Source: an optimization exercise on an open RTL-to-GDS flow (aim: small area and a short achievable clock period). Production flows keep margins and buffers that such runs may drop.
The RTL was checked by simulation tests, not by an equivalence proof against the original design.

// rfid_core
module rfid_core (
    input  wire        clk,
    input  wire        reset,               
    input  wire        rx_valid,
    input  wire [7:0]  rx_data,
    input  wire [31:0] now_ms,
    input  wire        adc_dout,
    input  wire [31:0] cfg_debounce_ms,
    input  wire [31:0] cfg_sentinel_tag,
    input  wire [31:0] cfg_scale_divisor,   
    input  wire [31:0] cfg_weight_period_ms,
    input  wire [31:0] cfg_ready_timeout_ms,
    input  wire        cfg_timeout_en,
    output wire        rx_accept,
    output wire        adc_sck,
    output reg         feed_valid,
    output reg  [1:0]  feed_result,
    output reg         decoded_valid,
    output wire [31:0] decoded_tag,
    output wire [7:0]  decoded_version,
    output wire        decoded_ok,
    output reg  [2:0]  diag,
    output reg         scan_valid,
    output wire [31:0] scan_tag,
    output wire [31:0] scan_weight,
    output reg         disp_valid,
    output reg  [1:0]  disp_kind,
    output reg  [1:0]  disp_state,
    output wire [23:0] disp_raw,
    output wire [31:0] disp_grams
);
    localparam [1:0] M_BOOT = 2'd0, M_READY = 2'd1, M_ADC = 2'd2;
    localparam [1:0] P_STARTUP = 2'd0, P_TARE = 2'd1, P_REFRESH = 2'd2;
    localparam [1:0] S_IDLE = 2'd0, S_ACC = 2'd1, S_EXP = 2'd2;
    localparam [1:0] FR_INCOMPLETE = 2'd0, FR_FRAME = 2'd1,
                     FR_OVERFLOW = 2'd2, FR_MALFORMED = 2'd3;
    localparam [2:0] D_NONE = 3'd0, D_OVERFLOW = 3'd1, D_MALFORMED = 3'd2,
                     D_INVHEX = 3'd3, D_CHECKSUM = 3'd4, D_TIMEOUT = 3'd5;
    localparam [1:0] DK_READY = 2'd0, DK_STATE = 2'd1, DK_WEIGHT = 2'd2;
    localparam [7:0] START_MARKER = 8'h02, END_MARKER = 8'h03;
    localparam [31:0] WINDOW_MS = 32'd2000;
    reg [1:0]  mode;
    reg [1:0]  adc_purpose;
    reg [5:0]  adc_phase;        
    reg [23:0] adc_shift;
    reg [3:0]  cursor;
    reg        start_f;          
  ...
Settings: LEC_CHECK=0, CAP_MARGIN=20, CORE_MARGIN=2, CORE_UTILIZATION=60, CTS_BUF_LIST=sky130_fd_sc_hd__clkbuf_4, SLEW_MARGIN=20; clock period 200.0 ns.
standard.sh (not shown) runs the stock make flow with config.mk's settings and CLKGATE_MAP_FILE= SYNTH_SCRIPT=/design/flow/synth_recipe.tcl, a recipe that flattens the netlist after the stock synthesis.
==> flow/flow/run.sh <==
#!/bin/bash
# Standard layout, with plain buf_1 cells as the port buffers and no CTS
# dummy loads.
set -euo pipefail
export BUFFER_PORTS_ARGS="-buffer_cell sky130_fd_sc_hd__buf_1"
export CTS_ARGS="-sink_clustering_enable -repair_clock_nets -dont_use_dummy_load -buf_list sky130_fd_sc_hd__clkbuf_4"
bash standard.sh > standard_flow.log 2>&1
Next try:
--- a/flow/design.v
+++ b/flow/design.v
@@ -1064,22 +1064,25 @@
     reg [31:0] last_byte_time;    
     reg        cap_valid;
     reg [31:0] cap_tag;
     reg [23:0] tare_offset;
     reg [31:0] sample_grams;
     reg [31:0] last_refresh_time;  
     reg [31:0] dx;
     reg [4:0]  ed;
     reg        d_done;
-    reg [24:0] ws, wc;
+    reg [24:0] wc;
+    wire [24:0] ws = sample_grams[24:0];   
     reg [15:0] qph, qmh;
-    reg [4:0]  lz;
-    reg        hi, sn, nz;
+    wire [4:0] lz = dx[7:3];
+    wire       hi = dx[2];
+    wire       sn = dx[1];
+    wire       nz = dx[0];
     reg [1:0]  n_mode;
     reg [1:0]  n_adc_purpose;
     reg [5:0]  n_adc_phase;
     reg [23:0] n_adc_shift;
     reg [3:0]  n_cursor;
     reg        n_start_f;
     reg [39:0] n_hexsr;
     reg [7:0]  n_fold;
     reg        n_ok_v, n_ok_t, n_ok_a;
@@ -1220,24 +1223,24 @@
                     end else if (cfg_timeout_en && el_lim) begin
                         diag   = D_TIMEOUT;
                         n_mode = M_READY;
                         if (adc_purpose == P_STARTUP) begin
                             n_last_refresh_time = now_ms;
                             disp_valid = 1'b1;
                             disp_kind  = DK_READY;
                         end
                     end
-                end else if (adc_phase[0]) begin
-                    if (adc_phase != 6'd49)
-                        n_adc_shift = {adc_shift[22:0], adc_dout};
-                    n_adc_phase = adc_phase + 6'd1;
                 end else if (adc_phase != 6'd50) begin
+                    if (adc_phase[0] && adc_phase != 6'd49)
+                        n_adc_shift = {adc_shift[22:0], adc_dout};
                     n_adc_phase = adc_phase + 6'd1;
+                    if (adc_phase >= 6'd47 && adc_purpose != P_TARE)
+                        n_sample_grams[24:0] = div_ld ? a_in : ws_o;
                 end else begin
                     n_mode = M_READY;
                     case (adc_purpose)
                     P_STARTUP: begin
                         n_tare_offset       = adc_raw;
                         n_sample_grams      = {sd, 31'd0};
                         n_last_refresh_time = now_ms;
                         disp_valid = 1'b1;
                         disp_kind  = DK_READY;
@@ -1395,27 +1398,24 @@
             end else begin
                 d_done <= 1'b1;
                 if ((&dx[31:8]) & d_inc) begin
                     dx[31:8] <= 24'h800000;
                     ed       <= ed + 5'd1;
                 end else begin
                     dx[31:8] <= d_neg;
                 end
             end
+        end else if (div_ld) begin
+            dx[7:0] <= {lz_in, hi_in, sn_in,
+                        (an_in != 24'd0) && (adc_purpose != P_STARTUP)};
         end
     end
     always @(posedge clk) begin
         if (div_ld) begin
-            ws <= a_in;
             wc <= q0_in ? {nd, 1'b0} : {1'b1, nd};
-            lz <= lz_in;
-            hi <= hi_in;
-            sn <= sn_in;
-            nz <= (an_in != 24'd0) && (adc_purpose != P_STARTUP);
         end else begin
-            ws <= ws_o;
             wc <= wc_o;
         end
         qph <= {qph[7:0], qp};
         qmh <= {qmh[7:0], qm};
     end
 endmodule
The new run ran to the end with no violations.
Final cell count decreases by 0.76%.
Synthesized cell count fell by 0.91%.
Worst setup slack gains 1.2 ns.
First-iteration DRC count grows by 16%.
Area after synthesis goes down by 1.4%.

[afterwards: timing with drivers on the ports]
In the flow no input, the clock included, has a driving cell. The finished layouts below were timed again as built, in two steps.
Step 1 (the two cells are an assumption about what drives the block):
set clk [get_ports {clk}]
set_driving_cell -lib_cell sky130_fd_sc_hd__clkbuf_16 $clk
set_driving_cell -lib_cell sky130_fd_sc_hd__buf_2 [delete_from_list [all_inputs] $clk]
Step 2 adds t to the input delays and takes it off the output delays; t is the mean of the earliest and latest rising clock arrival at the registers after step 1. Input paths then give back, and output paths get back, about the clock's delay inside the block.
a / b / c = no drivers / after step 1 / after step 2; a / b = the first two.
run | t (ns) | setup WS [ns] | worst register clock-pin slew, ns | worst slew at a driven data input, ns
the first run | 0.867 | 113.041 / 112.991 / 112.991 | 0.07 / 0.07 | 0.10
the second run | 0.881 | 114.202 / 114.166 / 114.166 | 0.07 / 0.07 | 0.10
After both steps setup and hold are still met in every run listed. For the first run, which loses most, drivers alone change the setup slack by -0.050 ns; drivers and shift together by -0.050 ns.
